From an optimization exercise on the open Yosys and OpenROAD flow, aimed at small area, a short achievable clock period and few clock cycles; shortcuts taken in it are not production practice.
Function was checked by simulation only, so behaviour that the tests miss may differ from the original.
Power figures rest on the tool's default switching activity, not on a simulated workload.

old:
Design bprs_core, start of the top module:
module bprs_core (
    input  wire        clk,
    input  wire        rst,
    input  wire        h_valid,
    input  wire        h_write,
    input  wire [7:0]  h_addr,
    input  wire [63:0] h_wdata,
    output wire        h_ready,
    output reg  [63:0] h_rdata,
    output reg         m_valid,
    output reg         m_write,
    output reg  [12:0] m_addr,
    output reg  [63:0] m_wdata,
    output reg  [7:0]  m_wstrb,
    input  wire        m_ready,
    input  wire [63:0] m_rdata
);
Size: ~22000 cells after synthesis, roughly 2800 flip-flops, roughly 290 I/O pins, ~210000 um^2 of cells after synthesis.
Settings: LEC_CHECK=0, CAP_MARGIN=40, CORE_MARGIN=2, CORE_UTILIZATION=40, PLACE_DENSITY=0.55, SLEW_MARGIN=40; clock period 14.0 ns.
run.sh (not shown) runs the stock make flow with config.mk's settings and CLKGATE_MAP_FILE= SYNTH_SCRIPT=/design/flow/synth_recipe.tcl, a recipe that flattens the netlist after the stock synthesis.
Ran to the end and failed final checks on antenna rules: old.
Testbench counts of old, summed over its fixed seeds: cycles 30,281.
Relative to old, the following input files were edited for new:
--- a/flow/design.v
+++ b/flow/design.v
@@ -389,25 +389,25 @@
                 2'd0: rd_rev[di] = m_rdata[(di & ~7)  | (7  - (di & 7))];
                 2'd1: rd_rev[di] = m_rdata[(di & ~15) | (15 - (di & 15))];
                 2'd2: rd_rev[di] = m_rdata[(di & ~31) | (31 - (di & 31))];
                 default: rd_rev[di] = m_rdata[63 - di];
             endcase
         end
     end
     reg          fn_dec;       
     reg          e_srcp;       
     reg  [2:0]   fn_sh;        
     reg          fn_z;         
     reg          e_dec;        
-    wire [63:0]  fn_hi  = e_srcp ? raw : rr;
+    wire [63:0]  fn_hi  = fn_dec ? rr : raw;
     wire [63:0]  fn_lo  = fn_z ? fn_hi : (fn_dec && !rr_v) ? rr : carry;    
     wire [127:0] fn_w   = {fn_hi, fn_lo} >> {fn_sh, 3'b000};
     wire [63:0]  fn_out = fn_w[63:0];
     wire [63:0] f_in   = e_srcp ? fn_out : tt;
     reg  [63:0] f_out;
     integer gi, gw, gb, gt;
     always @(*) begin
         for (gi = 0; gi < 64; gi = gi + 1) begin
             f_out[gi] = f_in[gi];
             for (gw = 0; gw < 4; gw = gw + 1) begin
                 if (e_ws == gw) begin
                     gb = gi & ((8 << gw) - 1);       
@@ -605,43 +605,44 @@
             nd_off  = wa_part ? (qc_start + 4'd8 - {1'b0, qc_o}) : (qc_start - {1'b0, qc_o});
             sb_in   = wa_part ? bmask_f(4'd0, qc_end[3:0] - 4'd8) :
                                 bmask_f({1'b0, qc_o}, qc_two ? 4'd8 : qc_end[3:0]);
             nd_addr = wa_pa[15:3] + {12'd0, wa_part};
         end
         nd_strb = sb_rev;
     end
     assign rv_in = e_k1 ? rr : x_out;
     wire       ld_go   = run && fn_dec && raw_v;
     wire [2:0] ld_ls   = raw_ls;
     wire [10:0] ld_mask = raw_mask;
     wire [2:0] ld_q    = raw_q;
+    wire [6:0]  ld_v = l_aux[ld_ls] + (l_first[ld_ls] ? (7'd64 - {1'b0, l_fs[ld_ls], 3'b000}) : 7'd64);
     reg  [6:0]  la_nx [0:7];
     reg  [7:0]  inf_nx;
     reg  [7:0]  set_nx;
     reg  [19:0] dx_nx;
     integer ln;
     always @(*) begin
         dx_nx = dx;
         if (d_cap && e_lm)
             dx_nx = (dx > {13'd0, e_d}) ? (dx - {13'd0, e_d}) : 20'd0;
         for (ln = 0; ln < 8; ln = ln + 1) begin
             la_nx[ln]  = l_aux[ln];
             inf_nx[ln] = l_infl[ln];
             set_nx[ln] = (su_cnt > ln) || (su_cnt == ln && run && e_lm && !su_done);
             if (run && e_lm && !su_done && su_cnt == ln)
                 la_nx[ln] = e_enc ? {1'b0, su_addr[2:0], 3'b000} : 7'd0;
             else if (dep_go && e_lm)
                 la_nx[ln] = {1'b0, l_aux[ln][5:0] + e_d[5:0]};
             else if (ld_go && e_lm && ld_ls == ln)
-                la_nx[ln] = l_aux[ln] + (l_first[ln] ? (7'd64 - {1'b0, l_fs[ln], 3'b000}) : 7'd64);
+                la_nx[ln] = ld_v;
             else if (d_cap && e_lm)
                 la_nx[ln] = (l_aux[ln] >= e_d) ? (l_aux[ln] - e_d) : 7'd0;
             if (state == S_T3)
                 inf_nx[ln] = 1'b0;
             if (rd_issue && fn_dec && e_lm && need_s == ln)
                 inf_nx[ln] = 1'b1;
             if (ld_go && e_lm && ld_ls == ln)
                 inf_nx[ln] = 1'b0;
         end
     end
     reg [511:0] lb_nx;
     integer pi, pj;
--- outcome ---
In summary, new completed successfully, with a layout that passed the timing, DRC and antenna checks. [new] internal power consumption rose about 0.4% relative to old. new reports its launching element of the worst setup path as raw_ls[0] while old reports e_d[5]. Utilization old -> new: up. The higher area overhead of the layout relative to synthesis of old and new is in new. new vs. old: detailed-router iteration count before antenna repair went up by 8. old → new: layout filler cell count increased by 0.45% relative to the old numbers, final clock period utilization by the worst path up 0.78 points. The run with more setup slack is old; new has less. new ends up with higher power per unit of standard cell area than old does. Changes observed in new relative to old: final cell count rose by 170, share of final layout cell area taken by clock buffers and inverters held, non-clock buffer count moved up.
Testbench counts of new, summed over its fixed seeds: cycles 30,281.

==> static timing again, ports no longer ideal <==
In the flow no input, the clock included, has a driving cell. The finished layouts below were timed again as built, in two steps. Step 1 sets driving cells, clkbuf_16 on the clock port and buf_2 on the other inputs (assumed; they add their load-dependent delay and slew). Step 2 adds t to the input delays and takes it off the output delays; t is the mean of the earliest and latest rising clock arrival at the registers after step 1. Input paths then give back, and output paths get back, about the clock's delay inside the block. Three values: ideal, step 1, step 2; two values: the first two.
run	shift t [ns]	setup slack, ns	latest minus earliest clock arrival (ns)
old	1.196	7.789 / 7.789 / 6.965	0.118 / 0.119
new	1.173	7.680 / 7.680 / 7.404	0.159 / 0.159
For old, which loses most, drivers alone change the setup slack by 0.000 ns; drivers and shift together by -0.824 ns.
